Context: an optimization exercise on an open-source flow, tuned for a short achievable clock period and few clock cycles. The choices shown serve that exercise and are no tape-out recipe.
Function was checked by simulation only, so behaviour that the tests miss may differ from the original.
Power and IR drop assume default switching activity.

==> inputs of v3 <==
Design raster2d, start of the top module:
module raster2d (
    input  wire        clk,
    input  wire        rst,
    input  wire        host_valid,
    output wire        host_ready,
    input  wire [4:0]  host_slot,
    input  wire [3:0]  host_be,
    input  wire [31:0] host_data,
    input  wire [15:0] cfg_base,
    input  wire [15:0] cfg_pitch,
    output wire        mem_req,
    output wire        mem_we,
    output wire [15:0] mem_addr,
    output wire [7:0]  mem_wdata,
    input  wire        mem_ready,
    input  wire [7:0]  mem_rdata,
    output wire        idle
);
clock: 13.0 ns
lec_check: 0
abc_clock_period_in_ps: 3500
cap_margin: 20
core_margin: 2
core_utilization: 40
slew_margin: 20
standard.sh (not shown) runs the stock make flow with config.mk's settings and CLKGATE_MAP_FILE= SYNTH_SCRIPT=/design/flow/synth_recipe.tcl, a recipe that flattens the netlist after the stock synthesis.
==> flow/flow/run.sh <==
#!/bin/bash
# Standard synthesis and layout (the standard.sh), with the timing
# repair steps aiming at a shorter period than the clock's (setup margin).
set -euo pipefail
export SETUP_SLACK_MARGIN=9
bash standard.sh synth > synth.log 2>&1
bash standard.sh > layout.log 2>&1
==> v31: changes against v3 <==
==> flow/run.sh (new file) <==
#!/bin/bash
# synth_recipe.tcl (not shown) runs the flow's synth.tcl, then flattens the netlist and writes it again
# the make line also repeats each setting of config.mk as NAME=value (left out here)
make -C /OpenROAD-flow-scripts/flow DESIGN_CONFIG=/design/flow/config.mk WORK_HOME=/design/flow/orfs CLKGATE_MAP_FILE= SYNTH_SCRIPT=/design/flow/synth_recipe.tcl finish
--- a/flow/config.mk
+++ b/flow/config.mk
@@ -6,5 +6,4 @@
 export NUM_CORES = 4
 export LEC_CHECK = 0
-export ABC_CLOCK_PERIOD_IN_PS = 3500
 export CAP_MARGIN = 20
 export CORE_MARGIN = 2
removed: flow/flow/run.sh
removed: flow/standard.sh
==> notes <==
Core utilization: v3 is higher than v31 (2.5 points).
Of v31 and v3, v31 has the higher worst hold slack (gap 0.0056 ns).
Of v3 and v31, v3 has the higher combinational power (gap about 11%, measured against v31).
Sequential power is about the same in v3 and v31.
Cell count: v31 is lower than v3 (about 2.4%).
In synthesized area, v31 and v3 do not differ.
Against v3, the total power of v31 is smaller by about 2.2%.
In flip-flop and latch count, v3 and v31 do not differ.
Routed wire length: v3 is higher than v31 (about 8%).
Via count: v31 is smaller than v3 (about 3.6%).
In die area, v3 and v31 do not differ.
v31 finished clean. v3 ran to the end with no violations.
Testbench counts of v3, summed over its fixed seeds: cycles 125,221.
Testbench counts of v31, summed over its fixed seeds: cycles 125,221.

* * *

==> trial 83 <==
Another version of the RTL of raster2d (not shown whole).
Settings: LEC_CHECK=0, ABC_CLOCK_PERIOD_IN_PS=3500, CAP_MARGIN=30, CORE_MARGIN=2, CORE_UTILIZATION=40, CTS_CLUSTER_DIAMETER=90, CTS_CLUSTER_SIZE=25, SLEW_MARGIN=20; clock period 13.0 ns.
==> flow/flow/run.sh <==
#!/bin/bash
# Standard synthesis and layout (the standard.sh), with the timing
# repair steps aiming at a shorter period than the clock's (setup margin).
set -euo pipefail
export SETUP_SLACK_MARGIN=9.3
bash standard.sh synth > synth.log 2>&1
bash standard.sh > layout.log 2>&1
==> trial 76: changes against trial 83 <==
--- a/flow/design.v
+++ b/flow/design.v
@@ -30,28 +30,29 @@
         pitch_np  <= 16'd1 - pitch_q;
         pitch_nm  <= ~pitch_q;
         tile_span <= {pitch_q, 3'd0} - {3'd0, pitch_q} + 19'd7;
     end
     reg [40:0] q_mem [0:3];
     reg [1:0]  q_rd, q_wr;
     reg [2:0]  q_cnt;
     reg        hr_q;           
+    reg        hrn_q;          
     assign host_ready = hr_q;
     reg        fh_v;           
     reg [15:0] fh_oh;          
     reg [3:0]  fh_be;
     reg [31:0] fh_data;
     reg        fh_trig;        
     wire       fe_pop;         
     wire       fh_load = !fh_v || fe_pop;
     wire       q_ne    = (q_cnt != 3'd0);
     wire       q_deq   = fh_load && q_ne;
     wire       h_bypass = fh_load && !q_ne;                  
-    wire       q_push  = host_valid && hr_q && !h_bypass;
+    wire       q_push  = host_valid && !hrn_q && !h_bypass;
     wire [2:0] q_cnt_nx = q_cnt + (q_push ? 3'd1 : 3'd0) - (q_deq ? 3'd1 : 3'd0);
     wire [40:0] q_out  = q_mem[q_rd];
     wire [40:0] f_src  = q_ne ? q_out : {host_slot, host_be, host_data};
     wire [4:0]  f_slot = f_src[40:36];
     always @(posedge clk) begin
         if (q_push)
             q_mem[q_wr] <= {host_slot, host_be, host_data};
         if (fh_load) begin
@@ -62,22 +63,24 @@
         end
     end
     always @(posedge clk) begin
         if (rst) begin
             q_rd  <= 2'd0;
             q_wr  <= 2'd0;
             q_cnt <= 3'd0;
             hr_q  <= 1'b1;
+            hrn_q <= 1'b0;
             fh_v  <= 1'b0;
         end else begin
             if (q_push) q_wr <= q_wr + 2'd1;
             if (q_deq)  q_rd <= q_rd + 2'd1;
             q_cnt <= q_cnt_nx;
             hr_q  <= !q_cnt_nx[2];
+            hrn_q <= q_cnt_nx[2];
             if (fh_load) fh_v <= q_ne || host_valid;
         end
     end
     reg [15:0] cur_x, cur_y, dest_x, dest_y, err_term, maj_cnt, cmd;
     reg [7:0]  bkgd_color, frgd_color, wrt_mask, rd_mask, color_cmp;
     reg [7:0]  bkgd_mix, frgd_mix;
     reg [11:0] mf_height;
     reg [11:0] clip_t, clip_l, clip_b, clip_r;
@@ -138,26 +141,26 @@
     wire [31:0] pd_r2 = csa(pd_r[31:16], pd_r[15:0], pd_s1[15:0]);
     always @(posedge clk) begin
         pc_s1 <= red18(cur_y, pitch_q, base_q, cur_x);
         pd_s1 <= red18(dest_y, pitch_q, base_q, dest_x);
         a_cur <= pc_r2[31:16] + pc_r2[15:0];
         a_dst <= pd_r2[31:16] + pd_r2[15:0];
     end
     reg [33:0] pre_am, pre_g;
-    wire [33:0] pg_a = {{18{dest_y[15]}}, dest_y};
-    wire [33:0] pg_b = {{18{err_term[15]}}, err_term};
-    wire [33:0] pg_c = ~{18'd0, maj_cnt};
-    wire [67:0] pg_cs = {pg_a ^ pg_b ^ pg_c, (pg_a & pg_b) | (pg_a & pg_c) | (pg_b & pg_c)};
+    reg  [16:0] pg_ae;     
+    reg  [15:0] pg_m;      
     always @(posedge clk) begin
         pre_am <= {{18{dest_y[15]}}, dest_y} - {18'd0, maj_cnt};
-        pre_g  <= pg_cs[67:34] + {pg_cs[32:0], 1'b1};
+        pg_ae  <= {dest_y[15], dest_y} + {err_term[15], err_term};
+        pg_m   <= maj_cnt;
+        pre_g  <= {{17{pg_ae[16]}}, pg_ae} - {18'd0, pg_m};
     end
     reg  [1:0] stale;      
-    reg        stale_l;    
+    reg  [1:0] stale_l;    
     wire       coord_chg, line_chg;
     reg        e_run;        
     reg        kb;           
     reg [3:0]  w_bk;         
     reg [3:0]  w_v;          
     wire       w_empty = (w_v == 4'd0);
     wire       w_full  = (w_v == 4'hF);
     wire       bank_busy = |(w_v & (kb ? ~w_bk : w_bk));
@@ -169,23 +172,27 @@
     reg [86:0] kp0, kp1;
     reg [15:0] gx, gy, gd, gs, gd_row, gs_row, x0;
     reg [15:0] colm1, col_left;
     reg [11:0] row_left;
     reg [2:0]  ii, jj;
     reg [15:0] k_dp, k_dwrap;
     reg [33:0] lg, k_a, k_am;
     reg [15:0] le, lcnt;
-    reg [15:0] ln_dm, ln_db, ln_xm, ln_xb, ln_ym, ln_yb;
+    reg [15:0] ln_dm, ln_db;
+    reg [15:0] k_lsx, k_lsy;
+    reg        k_xall, k_xge, k_yall, k_yge;
+    reg [15:0] gdn;
+    reg [33:0] lgn;
     wire [15:0] ncmd   = {fh_data[15:8], fh_be[0] ? fh_data[7:0] : cmd[7:0]};
     wire [2:0]  ntype  = fh_data[15:13];
     wire        n_line = (ntype == 3'd1);
     wire        n_rfam = (ntype == 3'd2) || (ntype == 3'd6) || (ntype == 3'd7);
     wire        fe_ok  = !fh_trig ||
-                         (!e_run && !e_pre && stale == 2'd0 && (ntype != 3'd1 || !stale_l) &&
+                         (!e_run && !e_pre && stale == 2'd0 && (ntype != 3'd1 || stale_l == 2'd0) &&
                           !bank_busy && (ntype != 3'd7 || w_empty));
     wire        apply  = fh_v && fe_ok;
     assign      fe_pop = apply;
     wire        maj_nz = (maj_cnt != 16'd0);
     wire        cmd_go = apply && fh_trig && !fh_data[8] &&
                          ((n_line && maj_nz) ||
                           (n_rfam && maj_nz && mf_height != 12'd0));
     function rop_d;    
@@ -222,28 +229,28 @@
     wire        rect_out = !k_line && y_away;
     wire        gen_adv = e_run && !w_full && !rect_out;
     wire        alloc   = gen_adv && in_clip;
     wire        l_last  = (lcnt == 16'd0);
     wire        c_last  = (col_left == 16'd0);
     wire        r_last  = (row_left == 12'd0);
     wire        iwrap   = k_xpos ? (ii == 3'd7) : (ii == 3'd0);
     wire        jwrap   = k_ypos ? (jj == 3'd7) : (jj == 3'd0);
-    wire [15:0] l_xb = gx + ln_xb;
-    wire [15:0] l_xm = gx + ln_xm;
-    wire [15:0] l_yb = gy + ln_yb;
-    wire [15:0] l_ym = gy + ln_ym;
+    wire [15:0] l_xs = gx + k_lsx;
+    wire [15:0] l_ys = gy + k_lsy;
     wire [15:0] l_db = gd + ln_db;
-    wire [15:0] l_dm = gd + ln_dm;
+    wire [15:0] l_dm = ~gdn + ln_dm;
     wire [33:0] l_gm = lg + k_am;
-    wire [33:0] l_ga = lg + k_a;
+    wire [33:0] l_ga = ~lgn + k_a;
+    wire [15:0] l_d_nx = ge ? l_db : l_dm;
+    wire [33:0] l_g_nx = ge ? l_gm : l_ga;
     wire [15:0] gs_rp = gs_row + k_dp;       
     wire [15:0] gs_rw = gs_row + k_dwrap;    
-    wire [15:0] l_x_nx  = ge ? l_xb : l_xm;
-    wire [15:0] l_y_nx  = ge ? l_yb : l_ym;
+    wire [15:0] l_x_nx  = (k_xall || (k_xge && ge)) ? l_xs : gx;
+    wire [15:0] l_y_nx  = (k_yall || (k_yge && ge)) ? l_ys : gy;
     wire [15:0] l_e_nx  = ge ? lg[15:0] : (le + k_a[15:0]);
     wire        wb_line = gen_adv && k_line && l_last;
     wire [15:0] p_dst = gd;
     wire [15:0] p_src = (k_line || k_rect) ? gd : gs;
     reg [3:0]  w_is, w_id;  
     reg [3:0]  w_ws, w_wd;  
     reg [3:0]  w_hz;        
     reg [3:0]  w_fb;        
@@ -409,16 +416,17 @@
     wire [7:0]  r_sv  = rt_fs ? rd_q : sel8(rt_oh, w_sv[0], w_sv[1], w_sv[2], w_sv[3]);
     wire [8:0]  pv_r  = pixval(r_par, r_sv, rd_q);
     reg  [7:0]  w_val [0:3];
     reg  [3:0]  w_skp;
     wire        h_rdy = |(hp & w_v & ~w_ws & ~w_wd & ~w_pend);
     wire        h_skp = |(hp & w_skp);
     wire [7:0]  h_val = sel8(hp, w_val[0], w_val[1], w_val[2], w_val[3]);
     reg        o_v, o_we, o_fs, o_fd, o_pl;
+    reg        on_v;       
     reg        on_we;
     reg [15:0] on_addr;
     reg [7:0]  on_wd;
     reg [5:0]  o_tix;
     reg [15:0] o_addr;
     reg [7:0]  o_wd;
     reg [3:0]  o_oh;
     reg        s_v, s_we, s_fs, s_fd, s_pl;
@@ -444,37 +452,40 @@
     wire        n_v    = do_wr || do_rd || do_pl;
     wire [15:0] h_dst  = sel16(hp, w_dst[0], w_dst[1], w_dst[2], w_dst[3]);
     wire [15:0] r_dst  = sel16(rp, w_dst[0], w_dst[1], w_dst[2], w_dst[3]);
     wire [15:0] r_src  = sel16(rp, w_src[0], w_src[1], w_src[2], w_src[3]);
     wire [15:0] n_addr = do_wr ? h_dst : do_pl ? gs : (r_is ? r_src : r_dst);
     wire [7:0]  n_wd   = h_val;
     wire        n_fs   = r_is || r_fb;
     wire        n_fd   = !r_is;
-    wire pop    = o_v && mem_ready;
-    wire o_load = !o_v || pop;
+    wire pop    = !on_v && mem_ready;
+    wire o_load = on_v || pop;
     assign mem_req   = o_v;
     assign mem_we    = o_we;
     assign mem_addr  = o_addr;
     assign mem_wdata = o_wd;
     always @(posedge clk) begin
         if (rst) begin
             o_v <= 1'b0;
+            on_v <= 1'b1;
             s_v <= 1'b0;
             rt1_v <= 1'b0;
             rt_v <= 1'b0;
         end else begin
-            rt1_v <= pop && !o_we;
+            rt1_v <= pop && on_we;
             rt_v  <= rt1_v;
             if (o_load) begin
                 if (s_v) begin
                     o_v <= 1'b1;
+                    on_v <= 1'b0;
                     s_v <= 1'b0;
                 end else begin
                     o_v <= n_v;
+                    on_v <= !n_v;
                 end
             end else if (n_v) begin
                 s_v <= 1'b1;
             end
         end
         rt1_oh  <= o_oh;
         rt1_fs  <= o_fs;
         rt1_fd  <= o_fd;
@@ -627,18 +638,20 @@
                         ii    <= ii + sx16[2:0];
                         gs    <= iwrap ? gs + (k_xpos ? 16'hFFF9 : 16'd7) : gs + sx16;
                     end
                 end
             end else if (gen_adv) begin
                 if (k_line) begin
                     gx   <= l_x_nx;
                     gy   <= l_y_nx;
-                    gd   <= ge ? l_db : l_dm;
-                    lg   <= ge ? l_gm : l_ga;
+                    gd   <= l_d_nx;
+                    gdn  <= ~l_d_nx;
+                    lg   <= l_g_nx;
+                    lgn  <= ~l_g_nx;
                     le   <= l_e_nx;
                     lcnt <= lcnt - 16'd1;
                 end else if (c_last || row_skip) begin
                     col_left <= colm1;
                     row_left <= row_left - 12'd1;
                     gx     <= x0;
                     gy     <= gy + sy16;
                     gd     <= gd_row + k_dp;
@@ -681,27 +694,27 @@
                 k_clr    <= clip_r;
                 k_needS  <= n_needS;
                 k_needD  <= n_needD;
                 k_same   <= n_line || (ntype == 3'd2);
                 k_dp     <= n_dp;
                 k_a      <= {{18{dest_y[15]}}, dest_y};
                 k_am     <= pre_am;
                 lg       <= pre_g;
+                lgn      <= ~pre_g;
+                gdn      <= ~a_cur;
                 le       <= err_term;
                 k_dwrap  <= ncmd[7] ? pitch7_n : pitch7_p;
                 if (ncmd[3]) begin
-                    ln_xm <= n_ux; ln_xb <= n_ux;
-                    ln_ym <= n_uy; ln_yb <= n_uy;
+                    k_lsx <= n_ux; k_xall <= (n_ux != 16'd0); k_xge <= 1'b0;
+                    k_lsy <= n_uy; k_yall <= (n_uy != 16'd0); k_yge <= 1'b0;
                     ln_dm <= n_ud; ln_db <= n_ud;
                 end else begin
-                    ln_xm <= ncmd[6] ? 16'd0 : n_sx;
-                    ln_ym <= ncmd[6] ? n_sy : 16'd0;
-                    ln_xb <= n_sx;
-                    ln_yb <= n_sy;
+                    k_lsx <= n_sx; k_xall <= !ncmd[6]; k_xge <= ncmd[6];
+                    k_lsy <= n_sy; k_yall <= ncmd[6];  k_yge <= !ncmd[6];
                     ln_dm <= ncmd[6] ? n_dp : n_sx;
                     ln_db <= ncmd[7] ? (ncmd[5] ? pitch_pp : pitch_pm)
                                      : (ncmd[5] ? pitch_np : pitch_nm);
                 end
                 lcnt     <= maj_cnt;
                 colm1    <= maj_cnt - 16'd1;
                 col_left <= maj_cnt - 16'd1;
                 row_left <= mf_height - 12'd1;
@@ -733,20 +746,20 @@
             clip_b <= 12'd0; clip_r <= 12'd0; mixsel <= 2'd0;
             cmp_en <= 1'b0; cmp_ne <= 1'b0; mf_latch_lo <= 8'd0;
             e_run <= 1'b0;
             e_pre <= 1'b0;
             kb <= 1'b0;
             line_act <= 1'b0;
             dirty <= 6'd0;
             stale <= 2'b11;
-            stale_l <= 1'b1;
+            stale_l <= 2'b11;
         end else begin
             stale <= {stale[0], coord_chg};
-            stale_l <= line_chg;
+            stale_l <= {stale_l[0], line_chg};
             if (e_pre) begin
                 if (do_pl && pl_cl == 3'd0 && pl_rl == 3'd0) begin
                     e_pre <= 1'b0;
                     e_run <= 1'b1;
                 end
             end else if (rect_out && e_run) begin
                 e_run <= 1'b0;
             end else if (gen_adv) begin
@@ -835,13 +848,13 @@
                     end
                 end
             end
         end
     end
     reg idle_q;
     always @(posedge clk) begin
         if (rst) idle_q <= 1'b0;
-        else     idle_q <= !fh_v && !q_ne && !e_run && !e_pre && w_empty && !o_v && !s_v &&
-                           !(host_valid && host_ready);
+        else     idle_q <= !fh_v && !q_ne && !e_run && !e_pre && w_empty && on_v && !s_v &&
+                           !(host_valid && !hrn_q);
     end
     assign idle = idle_q;
 endmodule
==> flow/flow/run.sh (replaced) <==
#!/bin/bash
# Standard synthesis and layout (the standard.sh), with the timing
# repair steps aiming at a shorter period than the clock's (setup margin).
set -euo pipefail
export SETUP_SLACK_MARGIN=9.4
bash standard.sh synth > synth.log 2>&1
bash standard.sh > layout.log 2>&1
Settings changed: CORE_UTILIZATION 40 to 62, CTS_CLUSTER_DIAMETER 90 to 80, CTS_CLUSTER_SIZE 25 to 22.
==> build 37: changes against trial 83 <==
--- a/flow/design.v
+++ b/flow/design.v
@@ -30,28 +30,29 @@
         pitch_np  <= 16'd1 - pitch_q;
         pitch_nm  <= ~pitch_q;
         tile_span <= {pitch_q, 3'd0} - {3'd0, pitch_q} + 19'd7;
     end
     reg [40:0] q_mem [0:3];
     reg [1:0]  q_rd, q_wr;
     reg [2:0]  q_cnt;
     reg        hr_q;           
+    reg        hrn_q;          
     assign host_ready = hr_q;
     reg        fh_v;           
     reg [15:0] fh_oh;          
     reg [3:0]  fh_be;
     reg [31:0] fh_data;
     reg        fh_trig;        
     wire       fe_pop;         
     wire       fh_load = !fh_v || fe_pop;
     wire       q_ne    = (q_cnt != 3'd0);
     wire       q_deq   = fh_load && q_ne;
     wire       h_bypass = fh_load && !q_ne;                  
-    wire       q_push  = host_valid && hr_q && !h_bypass;
+    wire       q_push  = host_valid && !hrn_q && !h_bypass;
     wire [2:0] q_cnt_nx = q_cnt + (q_push ? 3'd1 : 3'd0) - (q_deq ? 3'd1 : 3'd0);
     wire [40:0] q_out  = q_mem[q_rd];
     wire [40:0] f_src  = q_ne ? q_out : {host_slot, host_be, host_data};
     wire [4:0]  f_slot = f_src[40:36];
     always @(posedge clk) begin
         if (q_push)
             q_mem[q_wr] <= {host_slot, host_be, host_data};
         if (fh_load) begin
@@ -62,22 +63,24 @@
         end
     end
     always @(posedge clk) begin
         if (rst) begin
             q_rd  <= 2'd0;
             q_wr  <= 2'd0;
             q_cnt <= 3'd0;
             hr_q  <= 1'b1;
+            hrn_q <= 1'b0;
             fh_v  <= 1'b0;
         end else begin
             if (q_push) q_wr <= q_wr + 2'd1;
             if (q_deq)  q_rd <= q_rd + 2'd1;
             q_cnt <= q_cnt_nx;
             hr_q  <= !q_cnt_nx[2];
+            hrn_q <= q_cnt_nx[2];
             if (fh_load) fh_v <= q_ne || host_valid;
         end
     end
     reg [15:0] cur_x, cur_y, dest_x, dest_y, err_term, maj_cnt, cmd;
     reg [7:0]  bkgd_color, frgd_color, wrt_mask, rd_mask, color_cmp;
     reg [7:0]  bkgd_mix, frgd_mix;
     reg [11:0] mf_height;
     reg [11:0] clip_t, clip_l, clip_b, clip_r;
@@ -138,26 +141,26 @@
     wire [31:0] pd_r2 = csa(pd_r[31:16], pd_r[15:0], pd_s1[15:0]);
     always @(posedge clk) begin
         pc_s1 <= red18(cur_y, pitch_q, base_q, cur_x);
         pd_s1 <= red18(dest_y, pitch_q, base_q, dest_x);
         a_cur <= pc_r2[31:16] + pc_r2[15:0];
         a_dst <= pd_r2[31:16] + pd_r2[15:0];
     end
     reg [33:0] pre_am, pre_g;
-    wire [33:0] pg_a = {{18{dest_y[15]}}, dest_y};
-    wire [33:0] pg_b = {{18{err_term[15]}}, err_term};
-    wire [33:0] pg_c = ~{18'd0, maj_cnt};
-    wire [67:0] pg_cs = {pg_a ^ pg_b ^ pg_c, (pg_a & pg_b) | (pg_a & pg_c) | (pg_b & pg_c)};
+    reg  [16:0] pg_ae;     
+    reg  [15:0] pg_m;      
     always @(posedge clk) begin
         pre_am <= {{18{dest_y[15]}}, dest_y} - {18'd0, maj_cnt};
-        pre_g  <= pg_cs[67:34] + {pg_cs[32:0], 1'b1};
+        pg_ae  <= {dest_y[15], dest_y} + {err_term[15], err_term};
+        pg_m   <= maj_cnt;
+        pre_g  <= {{17{pg_ae[16]}}, pg_ae} - {18'd0, pg_m};
     end
     reg  [1:0] stale;      
-    reg        stale_l;    
+    reg  [1:0] stale_l;    
     wire       coord_chg, line_chg;
     reg        e_run;        
     reg        kb;           
     reg [3:0]  w_bk;         
     reg [3:0]  w_v;          
     wire       w_empty = (w_v == 4'd0);
     wire       w_full  = (w_v == 4'hF);
     wire       bank_busy = |(w_v & (kb ? ~w_bk : w_bk));
@@ -169,23 +172,27 @@
     reg [86:0] kp0, kp1;
     reg [15:0] gx, gy, gd, gs, gd_row, gs_row, x0;
     reg [15:0] colm1, col_left;
     reg [11:0] row_left;
     reg [2:0]  ii, jj;
     reg [15:0] k_dp, k_dwrap;
     reg [33:0] lg, k_a, k_am;
     reg [15:0] le, lcnt;
-    reg [15:0] ln_dm, ln_db, ln_xm, ln_xb, ln_ym, ln_yb;
+    reg [15:0] ln_dm, ln_db;
+    reg [15:0] k_lsx, k_lsy;
+    reg        k_xall, k_xge, k_yall, k_yge;
+    reg [15:0] gdn;
+    reg [33:0] lgn;
     wire [15:0] ncmd   = {fh_data[15:8], fh_be[0] ? fh_data[7:0] : cmd[7:0]};
     wire [2:0]  ntype  = fh_data[15:13];
     wire        n_line = (ntype == 3'd1);
     wire        n_rfam = (ntype == 3'd2) || (ntype == 3'd6) || (ntype == 3'd7);
     wire        fe_ok  = !fh_trig ||
-                         (!e_run && !e_pre && stale == 2'd0 && (ntype != 3'd1 || !stale_l) &&
+                         (!e_run && !e_pre && stale == 2'd0 && (ntype != 3'd1 || stale_l == 2'd0) &&
                           !bank_busy && (ntype != 3'd7 || w_empty));
     wire        apply  = fh_v && fe_ok;
     assign      fe_pop = apply;
     wire        maj_nz = (maj_cnt != 16'd0);
     wire        cmd_go = apply && fh_trig && !fh_data[8] &&
                          ((n_line && maj_nz) ||
                           (n_rfam && maj_nz && mf_height != 12'd0));
     function rop_d;    
@@ -222,28 +229,28 @@
     wire        rect_out = !k_line && y_away;
     wire        gen_adv = e_run && !w_full && !rect_out;
     wire        alloc   = gen_adv && in_clip;
     wire        l_last  = (lcnt == 16'd0);
     wire        c_last  = (col_left == 16'd0);
     wire        r_last  = (row_left == 12'd0);
     wire        iwrap   = k_xpos ? (ii == 3'd7) : (ii == 3'd0);
     wire        jwrap   = k_ypos ? (jj == 3'd7) : (jj == 3'd0);
-    wire [15:0] l_xb = gx + ln_xb;
-    wire [15:0] l_xm = gx + ln_xm;
-    wire [15:0] l_yb = gy + ln_yb;
-    wire [15:0] l_ym = gy + ln_ym;
+    wire [15:0] l_xs = gx + k_lsx;
+    wire [15:0] l_ys = gy + k_lsy;
     wire [15:0] l_db = gd + ln_db;
-    wire [15:0] l_dm = gd + ln_dm;
+    wire [15:0] l_dm = ~gdn + ln_dm;
     wire [33:0] l_gm = lg + k_am;
-    wire [33:0] l_ga = lg + k_a;
+    wire [33:0] l_ga = ~lgn + k_a;
+    wire [15:0] l_d_nx = ge ? l_db : l_dm;
+    wire [33:0] l_g_nx = ge ? l_gm : l_ga;
     wire [15:0] gs_rp = gs_row + k_dp;       
     wire [15:0] gs_rw = gs_row + k_dwrap;    
-    wire [15:0] l_x_nx  = ge ? l_xb : l_xm;
-    wire [15:0] l_y_nx  = ge ? l_yb : l_ym;
+    wire [15:0] l_x_nx  = (k_xall || (k_xge && ge)) ? l_xs : gx;
+    wire [15:0] l_y_nx  = (k_yall || (k_yge && ge)) ? l_ys : gy;
     wire [15:0] l_e_nx  = ge ? lg[15:0] : (le + k_a[15:0]);
     wire        wb_line = gen_adv && k_line && l_last;
     wire [15:0] p_dst = gd;
     wire [15:0] p_src = (k_line || k_rect) ? gd : gs;
     reg [3:0]  w_is, w_id;  
     reg [3:0]  w_ws, w_wd;  
     reg [3:0]  w_hz;        
     reg [3:0]  w_fb;        
@@ -409,16 +416,17 @@
     wire [7:0]  r_sv  = rt_fs ? rd_q : sel8(rt_oh, w_sv[0], w_sv[1], w_sv[2], w_sv[3]);
     wire [8:0]  pv_r  = pixval(r_par, r_sv, rd_q);
     reg  [7:0]  w_val [0:3];
     reg  [3:0]  w_skp;
     wire        h_rdy = |(hp & w_v & ~w_ws & ~w_wd & ~w_pend);
     wire        h_skp = |(hp & w_skp);
     wire [7:0]  h_val = sel8(hp, w_val[0], w_val[1], w_val[2], w_val[3]);
     reg        o_v, o_we, o_fs, o_fd, o_pl;
+    reg        on_v;       
     reg        on_we;
     reg [15:0] on_addr;
     reg [7:0]  on_wd;
     reg [5:0]  o_tix;
     reg [15:0] o_addr;
     reg [7:0]  o_wd;
     reg [3:0]  o_oh;
     reg        s_v, s_we, s_fs, s_fd, s_pl;
@@ -444,37 +452,40 @@
     wire        n_v    = do_wr || do_rd || do_pl;
     wire [15:0] h_dst  = sel16(hp, w_dst[0], w_dst[1], w_dst[2], w_dst[3]);
     wire [15:0] r_dst  = sel16(rp, w_dst[0], w_dst[1], w_dst[2], w_dst[3]);
     wire [15:0] r_src  = sel16(rp, w_src[0], w_src[1], w_src[2], w_src[3]);
     wire [15:0] n_addr = do_wr ? h_dst : do_pl ? gs : (r_is ? r_src : r_dst);
     wire [7:0]  n_wd   = h_val;
     wire        n_fs   = r_is || r_fb;
     wire        n_fd   = !r_is;
-    wire pop    = o_v && mem_ready;
-    wire o_load = !o_v || pop;
+    wire pop    = !on_v && mem_ready;
+    wire o_load = on_v || pop;
     assign mem_req   = o_v;
     assign mem_we    = o_we;
     assign mem_addr  = o_addr;
     assign mem_wdata = o_wd;
     always @(posedge clk) begin
         if (rst) begin
             o_v <= 1'b0;
+            on_v <= 1'b1;
             s_v <= 1'b0;
             rt1_v <= 1'b0;
             rt_v <= 1'b0;
         end else begin
-            rt1_v <= pop && !o_we;
+            rt1_v <= pop && on_we;
             rt_v  <= rt1_v;
             if (o_load) begin
                 if (s_v) begin
                     o_v <= 1'b1;
+                    on_v <= 1'b0;
                     s_v <= 1'b0;
                 end else begin
                     o_v <= n_v;
+                    on_v <= !n_v;
                 end
             end else if (n_v) begin
                 s_v <= 1'b1;
             end
         end
         rt1_oh  <= o_oh;
         rt1_fs  <= o_fs;
         rt1_fd  <= o_fd;
@@ -627,18 +638,20 @@
                         ii    <= ii + sx16[2:0];
                         gs    <= iwrap ? gs + (k_xpos ? 16'hFFF9 : 16'd7) : gs + sx16;
                     end
                 end
             end else if (gen_adv) begin
                 if (k_line) begin
                     gx   <= l_x_nx;
                     gy   <= l_y_nx;
-                    gd   <= ge ? l_db : l_dm;
-                    lg   <= ge ? l_gm : l_ga;
+                    gd   <= l_d_nx;
+                    gdn  <= ~l_d_nx;
+                    lg   <= l_g_nx;
+                    lgn  <= ~l_g_nx;
                     le   <= l_e_nx;
                     lcnt <= lcnt - 16'd1;
                 end else if (c_last || row_skip) begin
                     col_left <= colm1;
                     row_left <= row_left - 12'd1;
                     gx     <= x0;
                     gy     <= gy + sy16;
                     gd     <= gd_row + k_dp;
@@ -681,27 +694,27 @@
                 k_clr    <= clip_r;
                 k_needS  <= n_needS;
                 k_needD  <= n_needD;
                 k_same   <= n_line || (ntype == 3'd2);
                 k_dp     <= n_dp;
                 k_a      <= {{18{dest_y[15]}}, dest_y};
                 k_am     <= pre_am;
                 lg       <= pre_g;
+                lgn      <= ~pre_g;
+                gdn      <= ~a_cur;
                 le       <= err_term;
                 k_dwrap  <= ncmd[7] ? pitch7_n : pitch7_p;
                 if (ncmd[3]) begin
-                    ln_xm <= n_ux; ln_xb <= n_ux;
-                    ln_ym <= n_uy; ln_yb <= n_uy;
+                    k_lsx <= n_ux; k_xall <= (n_ux != 16'd0); k_xge <= 1'b0;
+                    k_lsy <= n_uy; k_yall <= (n_uy != 16'd0); k_yge <= 1'b0;
                     ln_dm <= n_ud; ln_db <= n_ud;
                 end else begin
-                    ln_xm <= ncmd[6] ? 16'd0 : n_sx;
-                    ln_ym <= ncmd[6] ? n_sy : 16'd0;
-                    ln_xb <= n_sx;
-                    ln_yb <= n_sy;
+                    k_lsx <= n_sx; k_xall <= !ncmd[6]; k_xge <= ncmd[6];
+                    k_lsy <= n_sy; k_yall <= ncmd[6];  k_yge <= !ncmd[6];
                     ln_dm <= ncmd[6] ? n_dp : n_sx;
                     ln_db <= ncmd[7] ? (ncmd[5] ? pitch_pp : pitch_pm)
                                      : (ncmd[5] ? pitch_np : pitch_nm);
                 end
                 lcnt     <= maj_cnt;
                 colm1    <= maj_cnt - 16'd1;
                 col_left <= maj_cnt - 16'd1;
                 row_left <= mf_height - 12'd1;
@@ -733,20 +746,20 @@
             clip_b <= 12'd0; clip_r <= 12'd0; mixsel <= 2'd0;
             cmp_en <= 1'b0; cmp_ne <= 1'b0; mf_latch_lo <= 8'd0;
             e_run <= 1'b0;
             e_pre <= 1'b0;
             kb <= 1'b0;
             line_act <= 1'b0;
             dirty <= 6'd0;
             stale <= 2'b11;
-            stale_l <= 1'b1;
+            stale_l <= 2'b11;
         end else begin
             stale <= {stale[0], coord_chg};
-            stale_l <= line_chg;
+            stale_l <= {stale_l[0], line_chg};
             if (e_pre) begin
                 if (do_pl && pl_cl == 3'd0 && pl_rl == 3'd0) begin
                     e_pre <= 1'b0;
                     e_run <= 1'b1;
                 end
             end else if (rect_out && e_run) begin
                 e_run <= 1'b0;
             end else if (gen_adv) begin
@@ -835,13 +848,13 @@
                     end
                 end
             end
         end
     end
     reg idle_q;
     always @(posedge clk) begin
         if (rst) idle_q <= 1'b0;
-        else     idle_q <= !fh_v && !q_ne && !e_run && !e_pre && w_empty && !o_v && !s_v &&
-                           !(host_valid && host_ready);
+        else     idle_q <= !fh_v && !q_ne && !e_run && !e_pre && w_empty && on_v && !s_v &&
+                           !(host_valid && !hrn_q);
     end
     assign idle = idle_q;
 endmodule
==> flow/flow/run.sh (replaced) <==
#!/bin/bash
# Standard synthesis and layout (the standard.sh), with the timing
# repair steps aiming at a shorter period than the clock's (setup margin).
set -euo pipefail
export SETUP_SLACK_MARGIN=9.4
bash standard.sh synth > synth.log 2>&1
bash standard.sh > layout.log 2>&1
==> results.sh <==
export IMPL_status="finished clean"
export IMPL_clockBufferDepth=4
export IMPL_max_freq_mhz=245
export IMPL_synth_simple_area_share=0.111
export IMPL_crit_reg2reg_launch="k_radial$_DFFE_PP_"
export IMPL_synth_net_count=12200
export IMPL_rrSetupSlack_ps=8920
export IMPL_clock_sinks=2356
export IMPL_nWellTaps=4120
export IMPL_power_internal_mw=12.0
export IMPL_critPathMaxFanout=5
export IMPL_path_cells="buf_6 -> nor2_4 -> buf_12 -> mux2_4 -> ha_4 -> fa_2 -> a21o_1 -> a21oi_4 -> o21bai_4 -> a2111oi_4 -> o31ai_2 -> buf_4 -> a31oi_4 -> buf_6 -> o311ai_1 -> a31oi_1 -> xor2_1 -> o21ai_1"
(the above is from trial 83)
==> results.sh <==
export IMPL_max_freq_mhz=249
export IMPL_status="finished clean"
export IMPL_crit_reg2reg_launch="fh_be[0]$_DFFE_PN_"
export IMPL_power_internal_mw=12.4
export IMPL_synth_simple_area_share=0.117
export IMPL_path_cells="buf_6"
export IMPL_clock_sinks=2425
(the above is from build 37)
==> results.sh <==
export IMPL_nWellTaps=2805
export IMPL_synth_net_count=12900
export IMPL_power_internal_mw=12.5
export IMPL_flops_and_latches=2425
export IMPL_rrSetupSlack_ps=9280
export IMPL_max_freq_mhz=249
export IMPL_synth_simple_area_share=0.117
export IMPL_crit_reg2reg_launch="fh_be[0]$_DFFE_PN_"
export IMPL_critPathMaxFanout=1
export IMPL_clockBufferDepth=3
export IMPL_status="finished clean"
export IMPL_path_cells="buf_6"
export IMPL_clock_sinks=2425
(the above is from trial 76)
Testbench counts of trial 83, summed over its fixed seeds: cycles 125,438.
Testbench counts of trial 76, summed over its fixed seeds: cycles 125,449.
Testbench counts of build 37, summed over its fixed seeds: cycles 125,449.

-- afterwards: timing with drivers on the ports --
How much do the figures lean on ideal ports? The routed layouts below were timed once more, with nothing changed but the port constraints. Step 1: set_driving_cell puts a clkbuf_16 on clk and a buf_2 on each other input, an assumption about the parent block. Step 2 moves the port delays by t, midway between the first and last clock arrival at a register: inputs arrive t later, outputs are due t later. That takes back most of the time a late clock gives input paths. Slacks: ideal ports / drivers / drivers and shift; pairs: ideal ports / drivers.
| run | t, ns | slack for setup (ns) | hold WS [ns] | latest minus earliest clock arrival (ns) | cell pins on the clock port's net |
|---|---|---|---|---|---|
| v3 | 0.973 | 8.378 / 8.287 / 8.226 | 0.337 / 0.337 / 0.337 | 0.114 / 0.115 | 1 |
| v31 | 0.968 | 6.892 / 6.892 / 6.892 | 0.343 / 0.343 / 0.343 | 0.090 / 0.089 | 1 |
| trial 83 | 0.969 | 8.918 / 8.867 / 8.399 | 0.306 / 0.306 / 0.306 | 0.098 / 0.098 | 1 |
| trial 76 | 0.957 | 8.989 / 8.890 / 8.369 | 0.321 / 0.321 / 0.321 | 0.047 / 0.046 | 1 |
| build 37 | 0.976 | 8.982 / 8.881 / 8.554 | 0.297 / 0.297 / 0.297 | 0.082 / 0.082 | 1 |
After both steps setup and hold are still met in every run listed. For trial 76, which loses most, drivers alone change the setup slack by -0.099 ns; drivers and shift together by -0.620 ns.
